This design comes from an exercise in tuning for small area on the open sky130 flow, not from production work.
In this exercise RTL edits were held to simulation tests only and were not proved equivalent to the original.
No driver is modelled on the clock port, so clocking that relies on it looks cheaper here than on a real chip.
Power is estimated from default activity; no workload was simulated.

==> flow/design.v (excerpt) <==
module adhat_engine (
    input  wire        clk,
    input  wire        rst,           
    input  wire        req_valid,
    output wire        req_ready,
    input  wire [4:0]  req_op,
    input  wire        req_adc,
    input  wire        req_sel,
    input  wire [7:0]  req_a,
    input  wire [7:0]  req_b,
    input  wire [7:0]  req_c,
    input  wire [7:0]  req_d,
    input  wire [7:0]  req_e,
    input  wire [7:0]  req_len,
    output wire [7:0]  lst_idx,
    input  wire        lst_sel,
    input  wire [7:0]  lst_a,
    input  wire [7:0]  lst_b,
    output wire        tp_valid,
    output reg  [3:0]  tp_kind,
    output reg  [7:0]  tp_data,
    input  wire        tp_ack,
    input  wire        tp_fail,
    input  wire [7:0]  tp_rdata,
    input  wire        tp_rdy,
    output wire        rsp_valid,
    output wire        val_valid,
    output wire [3:0]  rsp_status,
    output wire [31:0] rsp_value,
    output wire [7:0]  rsp_info_a,
    output wire [7:0]  rsp_info_b,
    output wire [7:0]  rsp_index,
    input  wire [4:0]  mir_addr,
    output wire [7:0]  mir_data,
    output reg  [2:0]  cfg_gain1,
    output reg  [3:0]  cfg_rate1,
    output reg  [2:0]  cfg_filt1,
    output reg         cfg_imode1,
    output reg  [2:0]  cfg_gain2,
    output reg  [1:0]  cfg_rate2,
    output reg         cfg_imode2,
    output reg         alive
);
Size: roughly 1500 cells after synthesis, ~200 I/O pins, roughly 0.016 sq mm of cells after synthesis.
==> flow/config.mk <==
export PLATFORM = sky130hd
export DESIGN_NAME = adhat_engine
export DESIGN_NICKNAME = adhat_engine
export VERILOG_FILES = /design/flow/design.v
export SDC_FILE = /design/flow/constraint.sdc
export NUM_CORES = 4
export LEC_CHECK = 0
export CAP_MARGIN = 20
export CORE_MARGIN = 2
export CORE_UTILIZATION = 40
export GPL_ROUTABILITY_DRIVEN = 0
export PLACE_DENSITY = 0.6
export SLEW_MARGIN = 20
==> flow/constraint.sdc <==
create_clock -name core_clock -period 10.0 [get_ports {clk}]
set_input_delay 2.0000 -clock core_clock [delete_from_list [all_inputs] [get_ports {clk}]]
set_output_delay 2.0000 -clock core_clock [all_outputs]
set_load 0.01 [all_outputs]
standard.sh (not shown) runs the stock make flow with config.mk's settings and CLKGATE_MAP_FILE= SYNTH_SCRIPT=/design/flow/synth_recipe.tcl, a recipe that flattens the netlist after the stock synthesis.
==> flow/flow/run.sh <==
#!/bin/bash
# The standard layout (the standard.sh and its ORFS steps), with these changes:
#  - synthesis is the standard flow's synthesis script with an area-oriented ABC script for the
#    combinational logic (flow/synth.tcl, flow/abc_area.script); registers are unchanged;
#  - the port buffers are made of the smallest buffer cell instead of the resizer's default;
#  - clock tree synthesis clusters up to 24 sinks per clkbuf_16 and adds no dummy loads;
#  - the resizer repairs nets with the small buffers only (flow/small_buffers.tcl, sourced
#    before each step that may insert buffers).
set -euo pipefail
F="$PWD/flow"
export AREA_ABC_SCRIPT="$F/abc_area.script"
bash standard.sh \
  "SYNTH_SCRIPT=$F/synth.tcl" \
  "BUFFER_PORTS_ARGS=-buffer_cell sky130_fd_sc_hd__buf_1" \
  "CTS_ARGS=-sink_clustering_enable -repair_clock_nets -dont_use_dummy_load -buf_list sky130_fd_sc_hd__clkbuf_16 -sink_clustering_size 24 -sink_clustering_max_diameter 100" \
  "PRE_GLOBAL_PLACE_TCL=$F/small_buffers.tcl" "PRE_RESIZE_TCL=$F/small_buffers.tcl" \
  "PRE_DETAIL_PLACE_TCL=$F/small_buffers.tcl" "PRE_CTS_TCL=$F/small_buffers.tcl" \
  "PRE_REPAIR_TIMING_POST_PLACE_TCL=$F/small_buffers.tcl" "PRE_GLOBAL_ROUTE_TCL=$F/small_buffers.tcl" \
  finish > standard_flow.log 2>&1
Other scripts of this flow, unchanged in this note and not shown: flow/flow/abc_area.script, flow/flow/small_buffers.tcl, flow/flow/synth.tcl
Then changed:
--- a/flow/design.v
+++ b/flow/design.v
@@ -58,19 +58,19 @@
                S_ERR   = 4'd12, S_RESP  = 4'd13, S_SLOAD = 4'd14, S_LOOP  = 4'd15;
     localparam P_MAIN  = 4'd0, P_EXMUX = 4'd1, P_EXMAG = 4'd2, P_MUX   = 4'd3,
                P_DLY   = 4'd4, P_START = 4'd5, P_POLL  = 4'd6, P_FRAME = 4'd7,
                P_RELMAG = 4'd8, P_RELMUX = 4'd9;
     reg [3:0] st;
     reg [3:0] step;
     reg [4:0] op;
     reg       adc;
     reg       sel;            
-    reg [7:0] ra, rb, rc, rd;    
+    reg [7:0] ra, rb, rc, rd;
     reg [7:0] rp;             
     reg [2:0] rx;             
     reg       ebad;           
     reg [7:0] idx;            
     reg [7:0] acc;            
     reg [3:0] code;
     wire [31:0] fr = {rd, rb, ra, rp};
     wire [10:0] pcnt = {rx, rp};
     reg [7:0] mir [0:NREG-1];
@@ -166,19 +166,19 @@
     reg       t_rd;           
     reg       t_none;         
     always @(*) begin
         t_addr = ra[4:0];
         t_wd   = rb;
         t_wreg = 1'b1;
         t_rd   = 1'b0;
         t_none = 1'b0;
         case (step)
-            P_EXMUX:  begin t_addr = 5'h0D; t_wd = rp; end
+            P_EXMUX:  begin t_addr = 5'h0D; t_wd = rc; end
             P_EXMAG:  begin t_addr = 5'h0E; t_wd = rd; end
             P_MUX:    begin t_addr = adc ? 5'h16 : 5'h06; t_wd = mux_byte; end
             P_RELMAG: begin t_addr = 5'h0E; t_wd = 8'h00; end
             P_RELMUX: begin t_addr = 5'h0D; t_wd = 8'hBB; end
             P_START:  begin t_wreg = 1'b0; t_none = 1'b1; end
             P_FRAME:  begin t_wreg = 1'b0; t_rd = 1'b1; end
             default: begin
                 case (op)
                     OP_READREG:  begin t_wreg = 1'b0; t_rd = 1'b1; end
@@ -302,20 +302,19 @@
         end else begin
             case (st)
                 S_IDLE: begin
                     if (req_valid) begin
                         op   <= req_op;
                         adc  <= req_adc;
                         sel  <= req_sel || (req_op == OP_RTD);
                         ra   <= req_a;
                         rb   <= req_b;
-                        rc   <= req_len;
-                        rp   <= req_c;
+                        rc   <= (req_op == OP_RTD) ? req_c : req_len;
                         rd   <= req_d;
                         rx   <= req_e[2:0];
                         ebad <= (req_e[7:3] != 5'd0);
                         idx  <= 8'd0;
                         acc  <= req_a[0] ? 8'h9B : 8'h00;
                         code <= ST_OK;
                         step <= P_MAIN;
                         if (!alive) begin
                             respond(ST_RELEASED);
=>
- via count rose by 1.6%
- non-clock buffer count rose by 5
- first-iteration DRC count rose by 0.37%
- routed wire length rose by 1.2%
- final cell count barely changes
- count of clock-buffer cells in the layout fell by 1

xenon:
Another version of the RTL of adhat_engine (not shown whole).
Size in the first run: roughly 310 flip-flops, ~200 I/O pins, about 18000 um2 of cells after synthesis.
==> flow/design.v (excerpt) <==
module adhat_engine (
    input  wire        clk,
    input  wire        rst,           
    input  wire        req_valid,
    output wire        req_ready,
    input  wire [4:0]  req_op,
    input  wire        req_adc,
    input  wire        req_sel,
    input  wire [7:0]  req_a,
    input  wire [7:0]  req_b,
    input  wire [7:0]  req_c,
    input  wire [7:0]  req_d,
    input  wire [7:0]  req_e,
    input  wire [7:0]  req_len,
    output wire [7:0]  lst_idx,
    input  wire        lst_sel,
    input  wire [7:0]  lst_a,
    input  wire [7:0]  lst_b,
    output wire        tp_valid,
    output reg  [3:0]  tp_kind,
    output reg  [7:0]  tp_data,
    input  wire        tp_ack,
    input  wire        tp_fail,
    input  wire [7:0]  tp_rdata,
    input  wire        tp_rdy,
    output wire        rsp_valid,
    output wire        val_valid,
    output wire [3:0]  rsp_status,
    output wire [31:0] rsp_value,
    output wire [7:0]  rsp_info_a,
    output wire [7:0]  rsp_info_b,
    output wire [7:0]  rsp_index,
    input  wire [4:0]  mir_addr,
    output wire [7:0]  mir_data,
    output reg  [2:0]  cfg_gain1,
    output reg  [3:0]  cfg_rate1,
    output reg  [2:0]  cfg_filt1,
    output reg         cfg_imode1,
    output reg  [2:0]  cfg_gain2,
    output reg  [1:0]  cfg_rate2,
    output reg         cfg_imode2,
    output reg         alive
);
export LEC_CHECK = 0
export CAP_MARGIN = 20
export CORE_MARGIN = 2
export CORE_UTILIZATION = 40
export GPL_ROUTABILITY_DRIVEN = 0
export PLACE_DENSITY = 0.6
export SLEW_MARGIN = 20
create_clock -name core_clock -period 10.0 [get_ports {clk}]
==> flow/flow/run.sh <==
#!/bin/bash
# The standard layout (the standard.sh: unchanged synthesis and steps), with three changes:
#  - the port buffers are made of the smallest buffer cell instead of the resizer's default;
#  - clock tree synthesis clusters up to 20 sinks per clkbuf_16 and adds no dummy loads;
#  - the resizer repairs nets with the small buffers only (flow/small_buffers.tcl, sourced
#    before each step that may insert buffers).
set -euo pipefail
H="$PWD/flow/small_buffers.tcl"
bash standard.sh \
  "BUFFER_PORTS_ARGS=-buffer_cell sky130_fd_sc_hd__buf_1" \
  "CTS_ARGS=-sink_clustering_enable -repair_clock_nets -dont_use_dummy_load -buf_list sky130_fd_sc_hd__clkbuf_16 -sink_clustering_size 20 -sink_clustering_max_diameter 100" \
  "PRE_GLOBAL_PLACE_TCL=$H" "PRE_RESIZE_TCL=$H" "PRE_DETAIL_PLACE_TCL=$H" "PRE_CTS_TCL=$H" \
  "PRE_REPAIR_TIMING_POST_PLACE_TCL=$H" "PRE_GLOBAL_ROUTE_TCL=$H" \
  finish > standard_flow.log 2>&1
==> flow/flow/small_buffers.tcl <==
# Sourced before each placement, resizing, clock-tree and routing step: the resizer may
# use only the small buffers (buf_1, buf_2) when it repairs slew, capacitance or timing.
set_dont_use {sky130_fd_sc_hd__buf_4 sky130_fd_sc_hd__buf_6 sky130_fd_sc_hd__buf_8 sky130_fd_sc_hd__buf_12 sky130_fd_sc_hd__buf_16 sky130_fd_sc_hd__bufbuf_8 sky130_fd_sc_hd__bufbuf_16}
xenon closes out successfully: all stages finished, all timing, DRC and antenna checks passed.
The following lists how zinc was set up differently from xenon:
--- a/flow/design.v
+++ b/flow/design.v
@@ -64,13 +64,12 @@
     reg [4:0] op;
     reg       adc;
     reg       sel;            
     reg [7:0] ra, rb, rc, rd;
     reg [7:0] rp;             
     reg [2:0] rx;             
-    reg       ebad;           
     reg [7:0] idx;            
     reg [7:0] acc;            
     reg [3:0] code;
     wire [31:0] fr = {rd, rb, ra, rp};
     wire [10:0] pcnt = {rx, rp};
     reg [7:0] mir [0:NREG-1];
@@ -148,13 +147,16 @@
                               (rx == 3'd3) ? 8'd5  :
                               (rx == 3'd4) ? 8'd10 :
                               (rx == 3'd5) ? 8'd20 :
                               (rx == 3'd6) ? 8'd50 : 8'd100;
     wire q_ctrl_cmd = (req_a == 8'h04) || (req_a == 8'h06) || (req_a == 8'h08) ||
                       (req_a == 8'h0A) || (req_a == 8'h0C) || (req_a == 8'h0E);
-    wire [8:0] q_blk_end = {1'b0, req_a} + {1'b0, req_b};
+    wire [5:0] q_blk_sum = {1'b0, req_a[4:0]} + {1'b0, req_b[4:0]};
+    wire q_blk_bad = (req_a > NREG) || (req_b > NREG) || (q_blk_sum > NREG);
+    wire [7:0] q_maxidx = req_adc ? 8'd9 : 8'd10;
+    wire q_bad_chan = (req_a > q_maxidx) || ((req_sel || req_op == OP_RTD) && (req_b > q_maxidx));
     wire q_hi0 = (req_a[7:4] == 4'd0);
     wire q_lo0 = (req_a[3:0] == 4'd0);
     wire q_p2lo = (req_a[3:0] == 4'd1) || (req_a[3:0] == 4'd2) || (req_a[3:0] == 4'd4) || (req_a[3:0] == 4'd8);
     wire q_p2hi = (req_a[7:4] == 4'd1) || (req_a[7:4] == 4'd2) || (req_a[7:4] == 4'd4) || (req_a[7:4] == 4'd8);
     wire q_gain_ok = ((q_hi0 && q_p2lo) || (q_lo0 && q_p2hi)) && (req_adc || !req_a[7]);
     wire q_rate2_ok = (req_a == 8'd2) || (req_a == 8'd7) || (req_a == 8'd8) || (req_a == 8'd16);
@@ -307,13 +309,12 @@
                         sel  <= req_sel || (req_op == OP_RTD);
                         ra   <= req_a;
                         rb   <= req_b;
                         rc   <= (req_op == OP_RTD) ? req_c : req_len;
                         rd   <= req_d;
                         rx   <= req_e[2:0];
-                        ebad <= (req_e[7:3] != 5'd0);
                         idx  <= 8'd0;
                         acc  <= req_a[0] ? 8'h9B : 8'h00;
                         code <= ST_OK;
                         step <= P_MAIN;
                         if (!alive) begin
                             respond(ST_RELEASED);
@@ -329,22 +330,31 @@
                                 end
                                 OP_WRITEBLK: begin
                                     if (req_len != req_b)
                                         respond(ST_FRAMELEN);
                                     else if (req_b == 8'd0)
                                         respond(ST_OK);
-                                    else if (q_blk_end > NREG)
+                                    else if (q_blk_bad)
                                         respond(ST_INVREG);
                                     else
                                         st <= S_LOOP;
                                 end
                                 OP_VERIFY: begin
                                     if (req_a > 8'd1) respond(ST_INVCONF);
                                     else st <= S_VLOOP;
                                 end
-                                OP_CONVERT, OP_RTD: st <= S_SLOAD;
+                                OP_CONVERT, OP_RTD: begin
+                                    if (q_bad_chan)
+                                        respond(ST_INVCHAN);
+                                    else if (chk_unsup || (req_op == OP_RTD && req_e[7:3] != 5'd0))
+                                        respond(ST_INVCONF);
+                                    else begin
+                                        step <= (req_op == OP_RTD) ? P_EXMUX : P_MUX;
+                                        st   <= S_CSA;
+                                    end
+                                end
                                 OP_SCAN: st <= S_LOOP;
                                 OP_SETGAIN: begin
                                     if (!q_gain_ok) respond(ST_INVCONF);
                                     else st <= S_CSA;
                                 end
                                 OP_SETRATE: begin
@@ -481,16 +491,16 @@
                     end else
                         go(P_MAIN);
                 end
                 S_SLOAD: begin
                     if (bad_p || bad_n)
                         respond(ST_INVCHAN);
-                    else if (chk_unsup || (is_rtd && ebad))
+                    else if (chk_unsup)
                         respond(ST_INVCONF);
                     else
-                        go(is_rtd ? P_EXMUX : P_MUX);
+                        go(P_MUX);
                 end
                 S_VLOOP: begin
                     if (idx == rc)
                         respond(ST_OK);
                     else begin
                         acc <= anext;
==> comparison <==
Compared with xenon, in zinc count of distinct cell types in the synthesized netlist now smaller, maximum fanout along the worst path now larger.
The via count reported for zinc is higher than the one for xenon.
Die area was lower in the run labelled xenon.
Sequential power share (lower): xenon
The final reports for zinc and xenon show cell internal power dissipation lower in the former.
The sequential cell count number comes out higher for xenon vs zinc.
In zinc relative to xenon, routed wire length had gone up slightly.

-- static timing again, ports no longer ideal --
Ports are ideal in the flow. The routed layouts listed here were re-timed in OpenROAD.
Step 1 sets driving cells, clkbuf_16 on the clock port and buf_2 on the other inputs (assumed; they add their load-dependent delay and slew).
Step 2 moves the port delays by t, midway between the first and last clock arrival at a register: inputs arrive t later, outputs are due t later. That takes back most of the time a late clock gives input paths.
Three values: ideal, step 1, step 2; two values: the first two.
run	t, ns	setup slack, ns	worst slew at a driven data input, ns	pins driven straight from the clock port
the first run of note 1	0.564	3.633 / 3.577 / 3.791	0.05	1
the second run of note 1	0.562	3.508 / 3.483 / 3.483	0.04	1
xenon	0.602	3.799 / 3.774 / 3.774	0.04	1
zinc	0.576	3.610 / 3.548 / 3.824	0.05	1
After both steps every run listed still meets setup and hold.
